What follows belongs to an exercise in optimizing a design on an open flow for small area, a short achievable clock period and few clock cycles; a production flow would make more cautious choices. At most, simulation tests tie the RTL to the original design; equivalence was not proved. Power figures rest on the tool's default switching activity, not on a simulated workload.

==> exp/sierra: inputs <==
==> flow/design.v <==
module gss_engine (
    input  wire        clk,
    input  wire        rst,           
    input  wire        start,         
    input  wire [15:0] in_len,        
    output reg         busy,
    output reg         done,
    output reg         err,
    output reg         passthru,
    output reg         rstop,
    output wire [2:0]  err_code,
    output reg  [3:0]  err_info,
    output wire [15:0] err_pos,
    output wire [15:0] res_len,
    output reg  [7:0]  hdr_enc,
    output reg  [7:0]  hdr_pack,
    output reg  [31:0] hdr_usize,
    output reg  [15:0] in_addr,
    input  wire [7:0]  in_rdata,
    output wire [15:0] out_addr,
    output reg         out_we,
    output reg  [7:0]  out_wdata,
    input  wire [7:0]  out_rdata
);
    localparam [7:0] CH_D = 8'h44, CH_R = 8'h52, CH_H = 8'h48, CH_W = 8'h57;
    localparam [7:0] CH_B = 8'h42, CH_S = 8'h53;
    localparam [3:0] I_HEADER = 4'd1, I_R_OPERAND = 4'd2, I_OUT_OVERRUN = 4'd6,
                     I_ODD_TAIL = 4'd11, I_OUT_CAP = 4'd12, I_PACK_W = 4'd14,
                     I_NOT_BUILT = 4'd15;
    localparam [3:0]
        S_IDLE  = 4'd0,
        S_HDR   = 4'd1,
        S_CTL   = 4'd2,
        S_CNT   = 4'd3,
        S_VAL   = 4'd4,
        S_FILL  = 4'd5,    
        S_COPY  = 4'd6,
        S_COPY1 = 4'd13,   
        S_RAW   = 4'd7,
        S_END   = 4'd8,    
        S_TPW   = 4'd9,    
        S_DRAIN = 4'd10,   
        S_ERR   = 4'd11,   
        S_DONE  = 4'd12;
    reg [3:0]  state;
    reg [15:0] room;        
    reg [15:0] pk_rem;      
    reg [11:0] cnt;         
    reg [1:0]  xop;         
    reg        fz;          
    reg        resv;        
    reg [15:0] wc;          
    reg        sflag;       
    reg        fb, fw;      
    reg [7:0]  r1, r2;
    reg [7:0]  tp;          
    reg        br;          
    reg        par;         
    reg        sf;          
    assign out_addr = {wc[15:1], wc[0] ^ sflag};
    assign err_pos  = pk_rem & {16{err}};
    assign res_len  = wc & {16{resv}};
    assign err_code = {err_info[3] & err_info[2] & err_info[1],
                       (err_info == 4'd1) | (err_info == 4'd2) | (err_info == 4'd6) | (err_info == 4'd11),
                       (err_info == 4'd6) | (err_info == 4'd11) | (err_info == 4'd12)};
    wire is_b = fb;
    wire is_w = fw;
    wire ws   = fw | sflag;
    wire [5:0]  c6      = in_rdata[5:0];
    wire [11:0] cnt12   = {cnt[11:8], in_rdata};
    wire        room_nz = (room != 16'd0);
    wire        pk_nz   = (pk_rem != 16'd0);
    wire        pk_one  = (pk_rem == 16'd1);
    wire        room_one = (room == 16'd1);
    wire        cnt_one = (cnt == 12'd1);
    wire        cnt_z   = (cnt == 12'd0);
    wire        o_trunc = ({4'd0, cnt} > pk_rem);
    wire        o_over  = ({4'd0, cnt} > room);
    wire        hdr_dec4 = (state == S_HDR) ? (cnt[3:0] == 4'hF || cnt[3:0] <= 4'd1) :
                           ((state == S_ERR) && cnt[1:0] != 2'd0);
    wire [15:0] pk_dec   = pk_rem - (hdr_dec4 ? 16'd4 : 16'd1);
    reg         pv;         
    reg  [7:0]  px;         
    wire [7:0]  minu  = is_b ? r1 : r2;
    wire [7:0]  tp_m1 = tp - 8'd1;
    wire        bin   = is_w & par & br;
    wire [8:0]  diff  = {1'b0, minu} - {1'b0, px} - {8'd0, bin};
    always @(*) begin
        pv = 1'b0;
        px = 8'h00;
        case (state)
            S_VAL:   begin pv = ~o_over & ~cnt_z; px = in_rdata; end
            S_FILL:  begin pv = 1'b1; px = fz ? 8'h00 : r1; end
            S_COPY:  begin pv = 1'b1; px = in_rdata; end
            S_COPY1: begin pv = ~o_trunc & ~o_over; px = in_rdata; end
            S_RAW:   begin pv = room_nz; px = fz ? 8'h00 : in_rdata; end
            S_END:   begin pv = par & ws & room_nz; end
            default: ;
        endcase
    end
    task automatic finish;
        begin
            done  <= 1'b1;
            busy  <= 1'b0;
            state <= S_DONE;
        end
    endtask
    task automatic raise(input [3:0] info, input pos, input pos13);
        begin
            err      <= 1'b1;
            err_info <= info;
            if (pos) begin
                pk_rem   <= in_addr;
                cnt[1:0] <= pos13 ? 2'd0 : 2'd1;
                state    <= S_ERR;
            end else begin
                pk_rem   <= 16'd0;
                finish;
            end
        end
    endtask
    always @(posedge clk) begin
        if (rst) begin
            state     <= S_IDLE;
            busy      <= 1'b0;
            done      <= 1'b0;
            err       <= 1'b0;
            passthru  <= 1'b0;
            rstop     <= 1'b0;
            err_info  <= 4'd0;
            resv      <= 1'b0;
            hdr_enc   <= 8'd0;
            hdr_pack  <= 8'd0;
            hdr_usize <= 32'd0;
            out_we    <= 1'b0;
        end else begin
            out_we <= 1'b0;
            if (out_we) wc <= wc + 16'd1;
            if (pv) begin
                par <= ~par;
                sf  <= 1'b1;
                r1  <= px;
                r2  <= r1;
                out_we    <= 1'b1;
                out_wdata <= diff[7:0];
                if (!is_b && !ws) out_wdata <= px;
                if (is_w) br <= diff[8];
                if (sflag) begin
                    if (par) begin
                        if (diff[8]) tp <= tp_m1;
                    end else begin
                        tp        <= diff[7:0];
                        out_wdata <= tp;
                        out_we    <= sf;
                    end
                end
            end
            case (state)
                S_IDLE, S_DONE: begin
                    if (start) begin
                        done      <= 1'b0;
                        busy      <= 1'b1;
                        err       <= 1'b0;
                        passthru  <= 1'b0;
                        rstop     <= 1'b0;
                        err_info  <= 4'd0;
                        resv      <= 1'b0;
                        hdr_enc   <= 8'd0;
                        hdr_pack  <= 8'd0;
                        hdr_usize <= 32'd0;
                        wc        <= in_len;
                        pk_rem    <= in_len;
                        in_addr   <= 16'd0;
                        cnt       <= 12'hFFF;
                        if (in_len < 16'd6) begin
                            passthru <= 1'b1;
                            resv     <= 1'b1;
                            finish;
                        end else begin
                            state    <= S_HDR;
                        end
                    end
                end
                S_HDR: begin
                    cnt[3:0] <= cnt[3:0] + 4'd1;
                    in_addr  <= (cnt[3:0] == 4'd8) ? 16'd12 : in_addr + 16'd1;
                    if (hdr_dec4) pk_rem <= pk_dec;
                    case (cnt[3:0])
                        4'd0: if (in_rdata != 8'h4C) begin passthru <= 1'b1; resv <= 1'b1; finish; end
                        4'd1: if (in_rdata != 8'h53) begin passthru <= 1'b1; resv <= 1'b1; finish; end
                        4'd2: if (in_rdata != 8'h44) begin passthru <= 1'b1; resv <= 1'b1; finish; end
                        4'd3: if (in_rdata != 8'h1A) begin passthru <= 1'b1; resv <= 1'b1; finish; end
                              else if (wc < 16'd12) raise(I_HEADER, 1'b0, 1'b0);
                        default: ;
                    endcase
                    if (cnt[3:0] >= 4'd4 && cnt[3:0] <= 4'd9) begin
                        hdr_usize <= {in_rdata, hdr_usize[31:8]};
                        hdr_pack  <= hdr_usize[7:0];
                        hdr_enc   <= hdr_pack;
                    end
                    if (cnt[3:0] == 4'd9) begin
                        room  <= hdr_usize[23:8];
                        wc    <= 16'd0;
                        sflag <= (hdr_pack == CH_S);
                        fb    <= (hdr_pack == CH_B);
                        fw    <= (hdr_pack == CH_W);
                        fz    <= ~pk_nz;
                        r1 <= 8'd0; r2 <= 8'd0; br <= 1'b0; par <= 1'b0; sf <= 1'b0;
                        if (hdr_usize[31:24] != 8'd0 || in_rdata != 8'd0)
                            raise(I_OUT_CAP, 1'b0, 1'b0);
                        else begin
                            case (hdr_usize[7:0])
                                CH_R:       state <= S_CTL;
                                CH_W:       raise(I_PACK_W, 1'b0, 1'b0);
                                CH_D, CH_H: raise(I_NOT_BUILT, 1'b0, 1'b0);
                                default:    state <= S_RAW;
                            endcase
                        end
                    end
                end
                S_CTL: begin
                    if (!room_nz || !pk_nz) begin
                        if ((par & ws) | (sflag & sf)) state <= S_END;
                        else begin resv <= 1'b1; finish; end
                    end else begin
                        pk_rem <= pk_dec;
                        casez (in_rdata)
                            8'b00??????: begin   
                                cnt <= {6'd0, c6};
                                fz  <= 1'b1;
                                if (c6 == 6'd0) in_addr <= in_addr + 16'd1;
                                else            state   <= S_FILL;
                            end
                            8'b01??????: begin   
                                cnt     <= {6'd0, c6};
                                in_addr <= in_addr + 16'd1;
                                if (c6 != 6'd0) state <= S_COPY1;
                            end
                            8'b10??????: begin   
                                cnt <= {6'd0, c6};
                                fz  <= 1'b0;
                                if (pk_one) raise(I_R_OPERAND, 1'b1, 1'b0);
                                else begin
                                    in_addr <= in_addr + 16'd1;
                                    state   <= S_VAL;
                                end
                            end
                            8'b1111????: begin   
                                rstop <= 1'b1;
                                resv  <= 1'b1;
                                wc    <= 16'd0;
                                finish;
                            end
                            default: begin       
                                cnt[11:8] <= in_rdata[3:0];
                                xop       <= in_rdata[5:4];
                                if (pk_one) raise(I_R_OPERAND, 1'b1, 1'b0);
                                else begin
                                    in_addr <= in_addr + 16'd1;
                                    state   <= S_CNT;
                                end
                            end
                        endcase
                    end
                end
                S_CNT: begin
                    pk_rem <= pk_dec;
                    cnt    <= cnt12;
                    case (xop)
                        2'd0: begin   
                            fz <= 1'b1;
                            if (cnt12 == 12'd0) begin
                                in_addr <= in_addr + 16'd1;
                                state   <= S_CTL;
                            end else begin
                                state   <= S_FILL;
                            end
                        end
                        2'd1: begin   
                            in_addr <= in_addr + 16'd1;
                            state   <= (cnt12 == 12'd0) ? S_CTL : S_COPY1;
                        end
                        default: begin   
                            fz <= 1'b0;
                            if (pk_one) raise(I_R_OPERAND, 1'b1, 1'b0);
                            else begin
                                in_addr <= in_addr + 16'd1;
                                state   <= S_VAL;
                            end
                        end
                    endcase
                end
                S_VAL: begin
                    pk_rem <= pk_dec;
                    if (o_over) raise(I_OUT_OVERRUN, 1'b1, 1'b0);
                    else if (cnt_z || cnt_one) begin
                        if (!cnt_z) room <= room - 16'd1;
                        in_addr <= in_addr + 16'd1;
                        state   <= S_CTL;
                    end else begin
                        room  <= room - 16'd1;
                        cnt   <= cnt - 12'd1;
                        state <= S_FILL;
                    end
                end
                S_FILL: begin
                    room <= room - 16'd1;
                    cnt  <= cnt - 12'd1;
                    if (cnt_one || room_one) begin
                        in_addr <= in_addr + 16'd1;
                        state   <= S_CTL;
                    end
                end
                S_COPY1: begin
                    if (o_trunc)     raise(I_R_OPERAND, 1'b1, 1'b1);
                    else if (o_over) raise(I_OUT_OVERRUN, 1'b1, 1'b1);
                    else begin
                        room    <= room - 16'd1;
                        pk_rem  <= pk_dec;
                        cnt     <= cnt - 12'd1;
                        in_addr <= in_addr + 16'd1;
                        state   <= cnt_one ? S_CTL : S_COPY;
                    end
                end
                S_COPY: begin
                    room    <= room - 16'd1;
                    pk_rem  <= pk_dec;
                    cnt     <= cnt - 12'd1;
                    in_addr <= in_addr + 16'd1;
                    if (cnt_one) state <= S_CTL;
                end
                S_RAW: begin
                    room    <= room - 16'd1;
                    if (pk_nz) pk_rem <= pk_dec;
                    if (pk_one) fz <= 1'b1;
                    in_addr <= in_addr + 16'd1;
                    if (!room_nz || room_one) state <= S_END;
                end
                S_END: begin
                    if (par & ws) begin
                        if (!room_nz) raise(I_ODD_TAIL, 1'b0, 1'b0);
                        else state <= sflag ? S_TPW : S_DRAIN;
                    end else if (sflag & sf) begin
                        out_we    <= 1'b1;
                        out_wdata <= tp;
                        state     <= S_DRAIN;
                    end else begin
                        resv <= 1'b1;
                        finish;
                    end
                end
                S_TPW: begin
                    out_we    <= 1'b1;
                    out_wdata <= tp;
                    state     <= S_DRAIN;
                end
                S_DRAIN: begin
                    resv <= 1'b1;
                    finish;
                end
                S_ERR: begin
                    pk_rem   <= pk_dec;
                    cnt[1:0] <= cnt[1:0] + 2'd1;
                    if (cnt[1:0] == 2'd3) finish;
                end
                default: state <= S_IDLE;
            endcase
        end
    end
endmodule
==> flow/run.sh <==
#!/bin/bash
# synth_recipe.tcl (not shown) runs the flow's synth.tcl, then flattens the netlist and writes it again
# the make line also repeats each setting of config.mk as NAME=value (left out here)
make -C /OpenROAD-flow-scripts/flow DESIGN_CONFIG=/design/flow/config.mk WORK_HOME=/design/flow/orfs CLKGATE_MAP_FILE= SYNTH_SCRIPT=/design/flow/synth_recipe.tcl finish
==> flow/config.mk <==
export PLATFORM = sky130hd
export DESIGN_NAME = gss_engine
export DESIGN_NICKNAME = gss_engine
export VERILOG_FILES = /design/flow/design.v
export SDC_FILE = /design/flow/constraint.sdc
export NUM_CORES = 4
export LEC_CHECK = 0
export CAP_MARGIN = 20
export CORE_MARGIN = 2
export CORE_UTILIZATION = 40
export PLACE_DENSITY = 0.6
export SETUP_SLACK_MARGIN = 5
export SLEW_MARGIN = 20
==> flow/constraint.sdc <==
create_clock -name core_clock -period 10.0 [get_ports {clk}]
set_input_delay 2.0000 -clock core_clock [delete_from_list [all_inputs] [get_ports {clk}]]
set_output_delay 2.0000 -clock core_clock [all_outputs]
set_load 0.01 [all_outputs]
==> exp/garnet: changes against exp/sierra <==
--- a/flow/design.v
+++ b/flow/design.v
@@ -38,7 +38,7 @@
         S_COPY1 = 4'd13,   
         S_RAW   = 4'd7,
         S_END   = 4'd8,    
-        S_TPW   = 4'd9,    
+        S_TL    = 4'd9,    
         S_DRAIN = 4'd10,   
         S_ERR   = 4'd11,   
         S_DONE  = 4'd12;
@@ -55,6 +55,8 @@
     reg [7:0]  r1, r2;
     reg [7:0]  tp;          
     reg        br;          
+    reg        pv_d;        
+    reg [7:0]  px_d;        
     reg        par;         
     reg        sf;          
     assign out_addr = {wc[15:1], wc[0] ^ sflag};
@@ -84,25 +86,27 @@
     wire [7:0]  minu  = is_b ? r1 : r2;
     wire [7:0]  tp_m1 = tp - 8'd1;
     wire        bin   = is_w & par & br;
-    wire [8:0]  diff  = {1'b0, minu} - {1'b0, px} - {8'd0, bin};
+    wire [8:0]  diff  = {1'b0, minu} - {1'b0, px_d} - {8'd0, bin};
+    wire [7:0]  tp_b  = br ? tp_m1 : tp;
     always @(*) begin
         pv = 1'b0;
         px = 8'h00;
         case (state)
             S_VAL:   begin pv = ~o_over & ~cnt_z; px = in_rdata; end
-            S_FILL:  begin pv = 1'b1; px = fz ? 8'h00 : r1; end
+            S_FILL:  begin pv = 1'b1; px = fz ? 8'h00 : px_d; end
             S_COPY:  begin pv = 1'b1; px = in_rdata; end
             S_COPY1: begin pv = ~o_trunc & ~o_over; px = in_rdata; end
             S_RAW:   begin pv = room_nz; px = fz ? 8'h00 : in_rdata; end
-            S_END:   begin pv = par & ws & room_nz; end
+            S_END:   begin pv = ~pv_d & par & ws & room_nz; end
             default: ;
         endcase
     end
     task automatic finish;
         begin
-            done  <= 1'b1;
-            busy  <= 1'b0;
-            state <= S_DONE;
+            done   <= 1'b1;
+            busy   <= 1'b0;
+            out_we <= 1'b0;
+            state  <= S_DONE;
         end
     endtask
     task automatic raise(input [3:0] info, input pos, input pos13);
@@ -136,23 +140,21 @@
         end else begin
             out_we <= 1'b0;
             if (out_we) wc <= wc + 16'd1;
-            if (pv) begin
+            pv_d <= pv;
+            if (pv) px_d <= px;
+            if (pv_d) begin
                 par <= ~par;
                 sf  <= 1'b1;
-                r1  <= px;
+                r1  <= px_d;
                 r2  <= r1;
+                br  <= diff[8];
                 out_we    <= 1'b1;
                 out_wdata <= diff[7:0];
-                if (!is_b && !ws) out_wdata <= px;
-                if (is_w) br <= diff[8];
-                if (sflag) begin
-                    if (par) begin
-                        if (diff[8]) tp <= tp_m1;
-                    end else begin
-                        tp        <= diff[7:0];
-                        out_wdata <= tp;
-                        out_we    <= sf;
-                    end
+                if (!is_b && !ws) out_wdata <= px_d;
+                if (sflag && !par) begin
+                    tp        <= diff[7:0];
+                    out_wdata <= tp_b;
+                    out_we    <= sf;
                 end
             end
             case (state)
@@ -206,6 +208,7 @@
                         fw    <= (hdr_pack == CH_W);
                         fz    <= ~pk_nz;
                         r1 <= 8'd0; r2 <= 8'd0; br <= 1'b0; par <= 1'b0; sf <= 1'b0;
+                        tp <= 8'd0;
                         if (hdr_usize[31:24] != 8'd0 || in_rdata != 8'd0)
                             raise(I_OUT_CAP, 1'b0, 1'b0);
                         else begin
@@ -220,8 +223,7 @@
                 end
                 S_CTL: begin
                     if (!room_nz || !pk_nz) begin
-                        if ((par & ws) | (sflag & sf)) state <= S_END;
-                        else begin resv <= 1'b1; finish; end
+                        state <= S_END;
                     end else begin
                         pk_rem <= pk_dec;
                         casez (in_rdata)
@@ -337,22 +339,31 @@
                     if (!room_nz || room_one) state <= S_END;
                 end
                 S_END: begin
-                    if (par & ws) begin
-                        if (!room_nz) raise(I_ODD_TAIL, 1'b0, 1'b0);
-                        else state <= sflag ? S_TPW : S_DRAIN;
-                    end else if (sflag & sf) begin
-                        out_we    <= 1'b1;
-                        out_wdata <= tp;
-                        state     <= S_DRAIN;
-                    end else begin
-                        resv <= 1'b1;
-                        finish;
+                    if (!pv_d) begin
+                        if (par & ws) begin
+                            if (!room_nz) raise(I_ODD_TAIL, 1'b0, 1'b0);
+                            else state <= S_TL;
+                        end else if (sflag & sf) begin
+                            out_we    <= 1'b1;
+                            out_wdata <= tp_b;
+                            state     <= S_DRAIN;
+                        end else begin
+                            resv <= 1'b1;
+                            finish;
+                        end
                     end
                 end
-                S_TPW: begin
-                    out_we    <= 1'b1;
-                    out_wdata <= tp;
-                    state     <= S_DRAIN;
+                S_TL: begin
+                    if (!pv_d) begin
+                        if (sflag) begin
+                            out_we    <= 1'b1;
+                            out_wdata <= tp_b;
+                            state     <= S_DRAIN;
+                        end else begin
+                            resv <= 1'b1;
+                            finish;
+                        end
+                    end
                 end
                 S_DRAIN: begin
                     resv <= 1'b1;
==> flow/flow/run.sh (new file) <==
#!/bin/bash
# Standard ORFS layout (standard.sh) with two changes in how it is made:
# the port buffers are buf_1 cells, and repair_timing aims for a setup margin
# of MARGIN ns. Clock period and constraints are unchanged.
set -euo pipefail
MARGIN=5
bash standard.sh "BUFFER_PORTS_ARGS=-buffer_cell sky130_fd_sc_hd__buf_1" "SETUP_SLACK_MARGIN=$MARGIN" finish > standard_flow.log 2>&1
==> flow/standard.sh (new file) <==
#!/bin/bash
# synth_recipe.tcl (not shown) runs the flow's synth.tcl, then flattens the netlist and writes it again
# the make line also repeats each setting of config.mk as NAME=value (left out here)
make -C /OpenROAD-flow-scripts/flow DESIGN_CONFIG=/design/flow/config.mk WORK_HOME=/design/flow/orfs CLKGATE_MAP_FILE= SYNTH_SCRIPT=/design/flow/synth_recipe.tcl "${@:-finish}"
removed: flow/run.sh
==> exp/violet: changes against exp/sierra <==
==> flow/flow/run.sh (new file) <==
#!/bin/bash
set -euo pipefail
bash standard.sh SETUP_SLACK_MARGIN=6.5 finish > standard_flow.log 2>&1
==> flow/standard.sh (new file) <==
#!/bin/bash
# synth_recipe.tcl (not shown) runs the flow's synth.tcl, then flattens the netlist and writes it again
# the make line also repeats each setting of config.mk as NAME=value (left out here)
make -C /OpenROAD-flow-scripts/flow DESIGN_CONFIG=/design/flow/config.mk WORK_HOME=/design/flow/orfs CLKGATE_MAP_FILE= SYNTH_SCRIPT=/design/flow/synth_recipe.tcl "${@:-finish}"
removed: flow/run.sh
==> summary of the runs <==
Against exp/violet, the synthesized area of exp/garnet is lower by 0.30%. Via count: exp/violet > exp/sierra > exp/garnet. Against exp/garnet, the cell count of exp/violet is larger by 9.3%. The lowest total power belongs to exp/garnet, the highest to exp/violet. Setup slack, lowest first: exp/sierra, exp/garnet, exp/violet. Die area: exp/garnet is smaller than exp/violet (0.30%). The highest fmax belongs to exp/violet, the lowest to exp/sierra. Between exp/sierra and exp/violet, the lower register-to-register slack is in exp/sierra (gap 0.83 ns). The lowest wire length belongs to exp/garnet, the highest to exp/violet. The highest final area belongs to exp/violet, the lowest to exp/garnet. Of exp/garnet and exp/violet, exp/violet has the higher clock skew (gap 0.0074 ns).
==> figures <==
item                                                             exp/garnet  exp/sierra  exp/violet
# resized after CTS                                                       0           6         240
Total internal power                                              0.00215 W   0.00237 W   0.00284 W
Worst setup slack before clock tree synthesis                       4.90 ns     4.04 ns     4.40 ns
Post-Route Utilization                                                45.2%       48.4%       56.0%
Average size of a mapped cell                                     8.41 um^2   8.17 um^2   8.17 um^2
Pin count of the biggest net entering global routing                     56          62          65
Highest clock rate                                                  209 MHz     206 MHz     247 MHz
Layout Nets                                                            1755        1801        1954
Global-route wire length before repair                             71100 um    74300 um    78400 um
Cell count of the worst reg-to-reg path                                  14          15          15
Number of buffers added for setup after CTS                               0           0         102
Drt via density                                                        6.06        6.08        6.04
Net count after synthesis                                              1652        1705        1705
Chip width                                                           185 um      186 um      186 um
Destination of the worst register-to-register timing path        pk_rem[14]  pk_rem[15]       tp[7]
Slack of the worst reg-to-reg path                                  5.56 ns     5.25 ns     6.08 ns
Synthesized-area fraction occupied by ao, oa, aoi and oai cells       20.9%       22.4%       22.4%
Clock tree skew after final layout                                0.0150 ns   0.0144 ns   0.0224 ns
Core Region                                                      32500 um^2  32500 um^2  32500 um^2
Final Cycle Share                                                     47.8%       48.5%       40.4%
Status                                             timing/DRC/antenna clean  timing/DRC/antenna clean  timing/DRC/antenna clean
Worst-path fanout max                                                     9           9           2
Mapped cell area                                                 13200 um^2  13200 um^2  13200 um^2
Testbench counts of exp/sierra, summed over its fixed seeds: cycles 133,435.
Testbench counts of exp/violet, summed over its fixed seeds: cycles 133,435.
The RTL of exp/garnet was laid out without a check of its function.

==> afterwards: timing with drivers on the ports <==
No port has a modelled driver above. Below, the same layouts with a new extraction and two added sets of constraints. Step 1 assumes that a clkbuf_16 drives the clock port and a buf_2 every other input. Step 2 times the ports against the registers' clock, not the clock port: input delays grow and output delays shrink by t, the midpoint of the rising clock arrivals with the driver on. a / b / c = no drivers / after step 1 / after step 2; a / b = the first two.
run | shift t [ns] | setup slack, ns | worst setup path after step 2 | worst register clock-pin slew, ns
exp/sierra | 0.506 | 5.149 / 5.174 / 4.669 | input to register | 0.08 / 0.08
exp/garnet | 0.502 | 5.222 / 5.236 / 4.734 | input to register | 0.08 / 0.08
exp/violet | 0.509 | 5.959 / 5.956 / 5.447 | input to register | 0.09 / 0.09
After both steps every run listed still meets setup and hold. The setup slack of exp/violet, which loses most, moves by -0.003 ns with the drivers and by -0.512 ns with both steps.
